Background: an optimization exercise with open tools, aiming at a short achievable clock period and few clock cycles per item. Do not read the settings as production practice.
Only simulation tests tie the RTL to the original design; equivalence was not proved.
Power and IR drop assume default switching activity.

File: run.sh
#!/bin/bash
# synth_recipe.tcl (not shown) runs the flow's synth.tcl, then flattens the netlist and writes it again
# the make line also repeats each setting of config.mk as NAME=value (left out here)
make -C /OpenROAD-flow-scripts/flow DESIGN_CONFIG=/design/flow/config.mk WORK_HOME=/design/flow/orfs CLKGATE_MAP_FILE= SYNTH_SCRIPT=/design/flow/synth_recipe.tcl finish
File: design.v
module seq_div #(
    parameter DW = 52,
    parameter VW = 5,
    parameter QW = 47
) (
    input  wire          clk,
    input  wire          rst,
    input  wire          start,
    input  wire [DW-1:0] dividend,
    input  wire [VW-1:0] divisor,
    output wire          busy,
    output reg  [QW-1:0] quotient
);
    localparam CW = $clog2(DW + 1);
    reg [DW-1:0] dvd;
    reg [VW-1:0] dsr;
    reg [VW-1:0] rem;
    reg [CW-1:0] count;
    wire [VW:0] trial = {rem, dvd[DW-1]};
    wire        fits  = trial >= {1'b0, dsr};
    wire [VW:0] diff  = trial - {1'b0, dsr};
    assign busy = (count != 0);
    always @(posedge clk) begin
        if (rst) begin
            count <= 0;
        end else if (start) begin
            dvd      <= dividend;
            dsr      <= divisor;
            rem      <= 0;
            quotient <= 0;
            count    <= DW[CW-1:0];
        end else if (busy) begin
            dvd      <= {dvd[DW-2:0], 1'b0};
            rem      <= fits ? diff[VW-1:0] : trial[VW-1:0];
            quotient <= {quotient[QW-2:0], fits};
            count    <= count - 1'b1;
        end
    end
endmodule
module ts_indexer (
    input  wire        clk,
    input  wire        rst,
    input  wire        start,
    input  wire        cfg_sync_abort,
    input  wire        cfg_keyframe_zero,
    input  wire [63:0] start_offset,
    input  wire        in_valid,
    output wire        in_ready,
    input  wire [7:0]  in_data,
    input  wire        in_last,
    output reg         rec_valid,
    input  wire        rec_ready,
    output reg  [63:0] rec_offset,
    output reg  [46:0] rec_pcr_ns,
    output reg  [63:0] rec_duration_ns,
    output reg         rec_keyframe,
    output wire        done,
    output reg  [3:0]  term,
    output reg  [7:0]  trunc_bytes,
    output reg  [63:0] offset,
    output reg  [31:0] pkt_count,
    output reg  [31:0] sync_faults,
    output reg  [63:0] fault_off,
    output reg  [31:0] malformed,
    output reg  [31:0] discont,
    output reg  [31:0] idx_count,
    output reg         pcr_seen,
    output reg  [46:0] pcr_base_ns,
    output reg  [46:0] pcr_prev_ns,
    output reg  [63:0] duration_ns,
    output reg  [28:0] last_delta_ns,
    output reg  [63:0] bitrate_bps
);
    localparam [3:0] TERM_NONE = 4'd0,
                     TERM_EOS  = 4'd1,
                     TERM_SYNC = 4'd6;
    localparam [2:0] S_DONE  = 3'd0,
                     S_RECV  = 3'd1,
                     S_PROC  = 3'd2,
                     S_NSDIV = 3'd3,
                     S_TRACK = 3'd4,
                     S_BRDIV = 3'd5,
                     S_EMIT  = 3'd6;
    localparam [47:0] DELTA_CEIL = 48'd500_000_000;
    reg [2:0]  state;
    reg        sync_abort_l;
    reg        keyframe_zero_l;
    reg [7:0]  byte_cnt;
    reg [7:0]  hdr [0:11];
    reg        eos_pend;
    reg [63:0] cur_off;
    reg        cur_rai;
    reg [63:0] pcr_prev_off;
    assign in_ready = (state == S_RECV) && !(byte_cnt == 8'd0 && rec_valid);
    assign done     = (state == S_DONE);
    wire in_fire = in_valid && in_ready;
    wire        sync_ok = (hdr[0] == 8'h47);
    wire        has_af  = hdr[3][5];
    wire [7:0]  af_len  = hdr[4];
    wire [7:0]  af_flag = hdr[5];
    wire        af_bad  = has_af && (af_len > 8'd183);
    wire        af_pcrf = has_af && !af_bad && (af_len >= 8'd1) && af_flag[4];
    wire        pcr_present = af_pcrf && (af_len >= 8'd7);
    wire        pcr_short   = af_pcrf && (af_len < 8'd7);
    wire        rai     = has_af && !af_bad && (af_len >= 8'd1) && af_flag[6];
    wire [47:0] pcr_field = {hdr[6], hdr[7], hdr[8], hdr[9], hdr[10], hdr[11]};
    wire [32:0] pcr_base  = pcr_field[47:15];
    wire [8:0]  pcr_ext   = pcr_field[8:0];
    wire [41:0] pcr_ticks = pcr_base * 42'd300 + {33'd0, pcr_ext};
    wire [51:0] ns_dividend = pcr_ticks * 52'd1000;
    reg         ns_start;
    wire        ns_busy;
    wire [46:0] ns_q;
    seq_div #(.DW(52), .VW(5), .QW(47)) u_nsdiv (
        .clk(clk), .rst(rst), .start(ns_start),
        .dividend(ns_dividend), .divisor(5'd27),
        .busy(ns_busy), .quotient(ns_q)
    );
    reg         br_start;
    reg  [96:0] br_dividend;
    reg  [28:0] br_divisor;
    wire        br_busy;
    wire [63:0] br_q;
    seq_div #(.DW(97), .VW(29), .QW(64)) u_brdiv (
        .clk(clk), .rst(rst), .start(br_start),
        .dividend(br_dividend), .divisor(br_divisor),
        .busy(br_busy), .quotient(br_q)
    );
    wire [47:0] delta     = {1'b0, ns_q} - {1'b0, pcr_prev_ns};
    wire        delta_neg = delta[47];
    wire        delta_ok  = !delta_neg && (delta <= DELTA_CEIL);
    wire [63:0] byte_dist      = cur_off - pcr_prev_off;
    always @(posedge clk) begin
        if (rst) begin
            state           <= S_DONE;
            sync_abort_l    <= 1'b0;
            keyframe_zero_l <= 1'b0;
            byte_cnt        <= 8'd0;
            eos_pend        <= 1'b0;
            rec_valid       <= 1'b0;
            rec_offset      <= 64'd0;
            rec_pcr_ns      <= 47'd0;
            rec_duration_ns <= 64'd0;
            rec_keyframe    <= 1'b0;
            term            <= TERM_NONE;
            trunc_bytes     <= 8'd0;
            offset          <= 64'd0;
            pkt_count       <= 32'd0;
            sync_faults     <= 32'd0;
            fault_off       <= 64'd0;
            malformed       <= 32'd0;
            discont         <= 32'd0;
            idx_count       <= 32'd0;
            pcr_seen        <= 1'b0;
            pcr_base_ns     <= 47'd0;
            pcr_prev_ns     <= 47'd0;
            pcr_prev_off    <= 64'd0;
            duration_ns     <= 64'd0;
            last_delta_ns   <= 29'd0;
            bitrate_bps     <= 64'd0;
            cur_off         <= 64'd0;
            cur_rai         <= 1'b0;
            ns_start        <= 1'b0;
            br_start        <= 1'b0;
            br_dividend     <= 97'd0;
            br_divisor      <= 29'd1;
        end else begin
            ns_start <= 1'b0;
            br_start <= 1'b0;
            if (rec_valid && rec_ready)
                rec_valid <= 1'b0;
            case (state)
            S_DONE: begin
                if (start && !rec_valid) begin
                    state           <= S_RECV;
                    sync_abort_l    <= cfg_sync_abort;
                    keyframe_zero_l <= cfg_keyframe_zero;
                    byte_cnt        <= 8'd0;
                    eos_pend        <= 1'b0;
                    term            <= TERM_NONE;
                    trunc_bytes     <= 8'd0;
                    offset          <= start_offset;
                    pkt_count       <= 32'd0;
                    sync_faults     <= 32'd0;
                    fault_off       <= 64'd0;
                    malformed       <= 32'd0;
                    discont         <= 32'd0;
                    idx_count       <= 32'd0;
                    pcr_seen        <= 1'b0;
                    pcr_base_ns     <= 47'd0;
                    pcr_prev_ns     <= 47'd0;
                    pcr_prev_off    <= 64'd0;
                    duration_ns     <= 64'd0;
                    last_delta_ns   <= 29'd0;
                    bitrate_bps     <= 64'd0;
                end
            end
            S_RECV: begin
                if (in_fire) begin
                    if (byte_cnt < 8'd12)
                        hdr[byte_cnt[3:0]] <= in_data;
                    if (byte_cnt == 8'd187) begin
                        byte_cnt <= 8'd0;
                        eos_pend <= in_last;
                        state    <= S_PROC;
                    end else if (in_last) begin
                        trunc_bytes <= byte_cnt + 8'd1;
                        term        <= TERM_EOS;
                        state       <= S_DONE;
                    end else begin
                        byte_cnt <= byte_cnt + 8'd1;
                    end
                end
            end
            S_PROC: begin
                cur_off   <= offset;
                cur_rai   <= rai;
                offset    <= offset + 64'd188;
                pkt_count <= pkt_count + 32'd1;
                if (!sync_ok) begin
                    sync_faults <= sync_faults + 32'd1;
                    fault_off   <= offset;
                    if (sync_abort_l) begin
                        term  <= TERM_SYNC;
                        state <= S_DONE;
                    end else if (eos_pend) begin
                        term  <= TERM_EOS;
                        state <= S_DONE;
                    end else begin
                        state <= S_RECV;
                    end
                end else begin
                    if (af_bad || pcr_short)
                        malformed <= malformed + 32'd1;
                    if (pcr_present) begin
                        ns_start <= 1'b1;
                        state    <= S_NSDIV;
                    end else if (eos_pend) begin
                        term  <= TERM_EOS;
                        state <= S_DONE;
                    end else begin
                        state <= S_RECV;
                    end
                end
            end
            S_NSDIV: begin
                if (!ns_start && !ns_busy)
                    state <= S_TRACK;
            end
            S_TRACK: begin
                pcr_prev_ns  <= ns_q;
                pcr_prev_off <= cur_off;
                state        <= S_EMIT;
                if (!pcr_seen) begin
                    pcr_seen    <= 1'b1;
                    pcr_base_ns <= ns_q;
                end else if (!delta_ok) begin
                    duration_ns <= duration_ns + {35'd0, last_delta_ns};
                    discont     <= discont + 32'd1;
                end else begin
                    duration_ns   <= duration_ns + {16'd0, delta};
                    last_delta_ns <= delta[28:0];
                    if (delta != 48'd0) begin
                        br_dividend <= {33'd0, byte_dist} * 97'd8_000_000_000;
                        br_divisor  <= delta[28:0];
                        br_start    <= 1'b1;
                        state       <= S_BRDIV;
                    end
                end
            end
            S_BRDIV: begin
                if (!br_start && !br_busy) begin
                    bitrate_bps <= br_q;
                    state       <= S_EMIT;
                end
            end
            S_EMIT: begin
                rec_valid       <= 1'b1;
                rec_offset      <= cur_off;
                rec_pcr_ns      <= pcr_prev_ns;
                rec_duration_ns <= duration_ns;
                rec_keyframe    <= keyframe_zero_l ? 1'b0 : cur_rai;
                idx_count       <= idx_count + 32'd1;
                if (eos_pend) begin
                    term  <= TERM_EOS;
                    state <= S_DONE;
                end else begin
                    state <= S_RECV;
                end
            end
            default: state <= S_DONE;
            endcase
        end
    end
endmodule
File: config.mk
export PLATFORM = sky130hd
export DESIGN_NAME = ts_indexer
export DESIGN_NICKNAME = ts_indexer
export VERILOG_FILES = /design/flow/design.v
export SDC_FILE = /design/flow/constraint.sdc
export NUM_CORES = 4
export LEC_CHECK = 0
export CAP_MARGIN = 20
export CORE_MARGIN = 2
export CORE_UTILIZATION = 40
export SLEW_MARGIN = 20
File: constraint.sdc
create_clock -name core_clock -period 11.5 [get_ports {clk}]
set_input_delay 2.3000 -clock core_clock [delete_from_list [all_inputs] [get_ports {clk}]]
set_output_delay 2.3000 -clock core_clock [all_outputs]
set_load 0.01 [all_outputs]
==> impl_metrics.json <==
{
  "status": "timing/DRC/antenna clean",
  "period_minus_slack_ns": 10.76,
  "grt_max_degree": 187,
  "drive_above_1_share_pct": 6.57,
  "grt_pass1_vias": 82700,
  "final_common_cell": "inv_1",
  "clock_latency_ns": 0.85,
  "ys_seq_elements": 1370,
  "slew_headroom_pct": 23.2,
  "fillers": 23700,
  "cp_slowest_stage_delay_ns": 0.55,
  "layout_common_cells": "inv_1, nand2_1, a21oi_1",
  "p_per_area_nw_per_um2": 116,
  "ir_drop_mv": 0.161,
  "synth_ff_type": "dfxtp_1",
  "fin_skew_ns": 0.0777,
  "critPathCaptureType": "flip-flop",
  "cts.root.buffer_cell": "clkbuf_16",
  "place_hpwl_um": 259000,
  "layout_setup_ws_ns": 0.735,
  "synth_area_leaders": "dfxtp_1, fa_1, edfxtp_1",
  "crit_top_cell": "inv_1",
  "cts.hold.buffers_added": 0,
  "post_drt_wl_per_cell_um": 21.7,
  "slew_violations": 0,
  "num_io_pins": 811,
  "die_x_um": 506,
  "syn_area_per_cell_um2": 9.24,
  "yosysSeqAreaShare_pct": 30.9,
  "cts_buffer_depth": 3,
  "fmax_mhz": 92.9,
  "dieArea_um2": 256000,
  "groute.usage.overall_pct": 25.5,
  "via_per_inst": 5.33,
  "portBuffers": 810,
  "num_rows": 184,
  "cts_resized": 0,
  "path_clk_slew_ns": 0.06,
  "grt_setup_unrepaired": "false",
  "worst_setup_path_start_kind": "flip-flop",
  "synth_top_area_share_pct": 19.9,
  "htree_levels": 4,
  "cts_buffers": 159,
  "post_cts_buffers": 0,
  "synth_area_um2": 101000,
  "ant_nets": 0,
  "synth-edff-count": 369,
  "cts_tree": "done",
  "area_growth_pct": 18.1,
  "wirelength_um": 330000,
  "required_ns": 12.14,
  "critical_path_class": "flip-flop to flip-flop",
  "worst_slew_pin_slew_ns": 1.15,
  "synth_cells": 10900,
  "finalSetupViolations": 0,
  "gp_congestion": 0.927,
  "cts.sinks": 1370,
  "tns_ns": 0,
  "static-leakage-power_nw": 51.7,
  "synth_cell_type_count": 117,
  "initial_core_util_pct": 40.2,
  "die_y_um": 506,
  "grt_first_pass_wirelength_um": 507000,
  "fin_crit_sh_pct": 93.6,
  "finish.net_count": 13500,
  "async_reset_ff_share_pct": 0,
  "antenna_found_initial": 19,
  "min_path_type": "flip-flop to flip-flop",
  "maxCapViolations": 0,
  "cp_slowest_cell": "fa_1",
  "cp_data_arrival_time_ns": 11.41,
  "pre_cts_ws_ns": 0.365,
  "vias": 81000,
  "power_mw": 13.8,
  "yosysTopAreaCell": "dfxtp_1",
  "drc": 0,
  "cp_max_fo": 6,
  "yosys_warnings": 3,
  "first_iter_violations": 5821,
  "coreArea_um2": 251000,
  "finalHoldViolations": 0,
  "overflow": 0,
  "firstDrtPassIters": 7
}
==> cell type report <==
class	count	area, um^2	share of cell area [%]
Antenna cell	12	30.0	0.0252
Clock buffer	221	4450	3.74
Clock inverter	77	978	0.822
Inverter	1451	5450	4.58
Multi-Input combinational cell	7651	62900	52.8
Sequential cell	1370	31100	26.1
Tap cell	3348	4190	3.52
Timing Repair Buffer	1056	10000	8.40
==> flip-flops by register name (all words and copies together), names as in the netlist, 32 cells and up <==
register / flops
br_dividend: 85
u_nsdiv.quotient: 47
pkt_count: 32
sync_faults: 32
pcr_prev_off: 64
duration_ns: 64
discont: 32
malformed: 32
idx_count: 32
cur_off: 64
u_brdiv.dvd: 85
rec_duration_ns: 64
bitrate_bps: 64
fault_off: 64
rec_offset: 64
rec_pcr_ns: 47
u_nsdiv.dvd: 49
pcr_base_ns: 47
u_brdiv.quotient: 64
pcr_prev_ns: 47
offset: 64
hdr: 61
==> logic make-up after synthesis <==
kind of cell,count (synthesis),share of synthesized area (%)
AOI/OAI and AO/OA,2296,14.2
buffers and inverters,1912,7.19
DFF,1370,30.9
and+or+nand+nor,2957,13.8
muxes,222,2.39
other,1,0.00372
xor gates and xnor gates,442,3.85
adders and majority gates,1715,27.7
==> final timing paths <==
path	slack [ns]	cells past startpoint	endpoint	from
worst max-delay path	0.74	46	br_dividend[96]	cur_off[0]
worst min-delay path	0.43	0	u_brdiv.dsr[28]	br_divisor[28]
worst max register to register	0.74	46	br_dividend[96]	cur_off[0]
worst min register to register	0.43	0	u_brdiv.dsr[28]	br_divisor[28]
==> per-stage QoR <==
stage	cells	util, %	hold WS [ns]	instance area [um^2]
after global routing	15200	47.4	0.442	119000
after CTS	15200	47.4	0.430	119000
after detailed placement	14900	45.2	0.416	114000
final	15200	47.4	0.430	119000
after floorplan	10900	-	0.408	101000
after global placement	14900	45.2	0.417	113000
==> cell usage after synthesis (15+ instances only) <==
| cell | number |
|---|---|
| a211o_1 | 16 |
| a211oi_1 | 47 |
| a21boi_0 | 17 |
| a21o_1 | 231 |
| a21oi_1 | 1036 |
| a22o_1 | 70 |
| a22oi_1 | 165 |
| a31oi_1 | 64 |
| and2_1 | 43 |
| and3_1 | 101 |
| and4_1 | 28 |
| buf_1 | 33 |
| buf_2 | 34 |
| clkbuf_1 | 388 |
| dfxtp_1 | 1001 |
| edfxtp_1 | 369 |
| fa_1 | 871 |
| ha_1 | 840 |
| inv_1 | 1448 |
| mux2_1 | 17 |
| mux2_2 | 133 |
| mux2i_1 | 72 |
| nand2_1 | 1084 |
| nand2b_1 | 69 |
| nand3_1 | 316 |
| nand3b_1 | 34 |
| nand4_1 | 82 |
| nor2_1 | 686 |
| nor2b_1 | 166 |
| nor3_1 | 115 |
| nor3b_1 | 16 |
| nor4_1 | 47 |
| o211ai_1 | 38 |
| o21a_1 | 70 |
| o21ai_0 | 274 |
| o21ai_1 | 15 |
| o21bai_1 | 50 |
| o31ai_1 | 27 |
| or2_2 | 39 |
| or3_1 | 58 |
| or4_1 | 17 |
| xnor2_1 | 263 |
| xor2_1 | 177 |
==> metal layers <==
| metal | up-vias | GRT usage (%) | part of all wire [%] |
|---|---|---|---|
| li1 | 38400 | - | - |
| met1 | 40100 | 32.1 | 42 |
| met2 | 2057 | 42.7 | 48 |
| met3 | 495 | 4.50 | 5.5 |
| met4 | 6 | 11.0 | 4.9 |
| met5 | - | 0 | 0.010 |
==> where the power goes <==
part	switching [mW]	leakage (nW)	internal (mW)
Sequential	0.293	11.6	5.58
Clock	2.27	2.65	3.00
Combinational	1.68	37.4	0.992
==> critical path, delay by kind of cell (launching register included) <==
kind,cells,cell delay [ns]
AND/OR/NAND/NOR,1,0.05
adder cells (fa/ha/maj),10,4.29
AO/OA/AOI/OAI,20,4.20
XOR/XNOR,2,0.32
flip-flops,1,0.33
buffers and inverters,13,1.34
Testbench counts, summed over its fixed seeds: cycles 1,138,952, packets 4,698.

-- static timing again, ports no longer ideal --
No port has a modelled driver above. Below, the same layout with a new extraction and two added sets of constraints. Step 1: set_driving_cell puts a clkbuf_16 on clk and a buf_2 on each other input, an assumption about the parent block. Step 2 times the ports against the registers' clock, not the clock port: input delays grow and output delays shrink by t, the midpoint of the rising clock arrivals with the driver on. Three values: no drivers, after step 1, after step 2; two values: the first two.
t (ns): 0.927
setup slack, ns: 0.735 / 0.735 / 0.735
hold slack, ns: 0.430 / 0.430 / 0.430
pins driven straight from the clock port: 1
After both steps setup and hold are still met in this run. For this run, drivers alone change the setup slack by 0.000 ns; drivers and shift together by 0.000 ns.
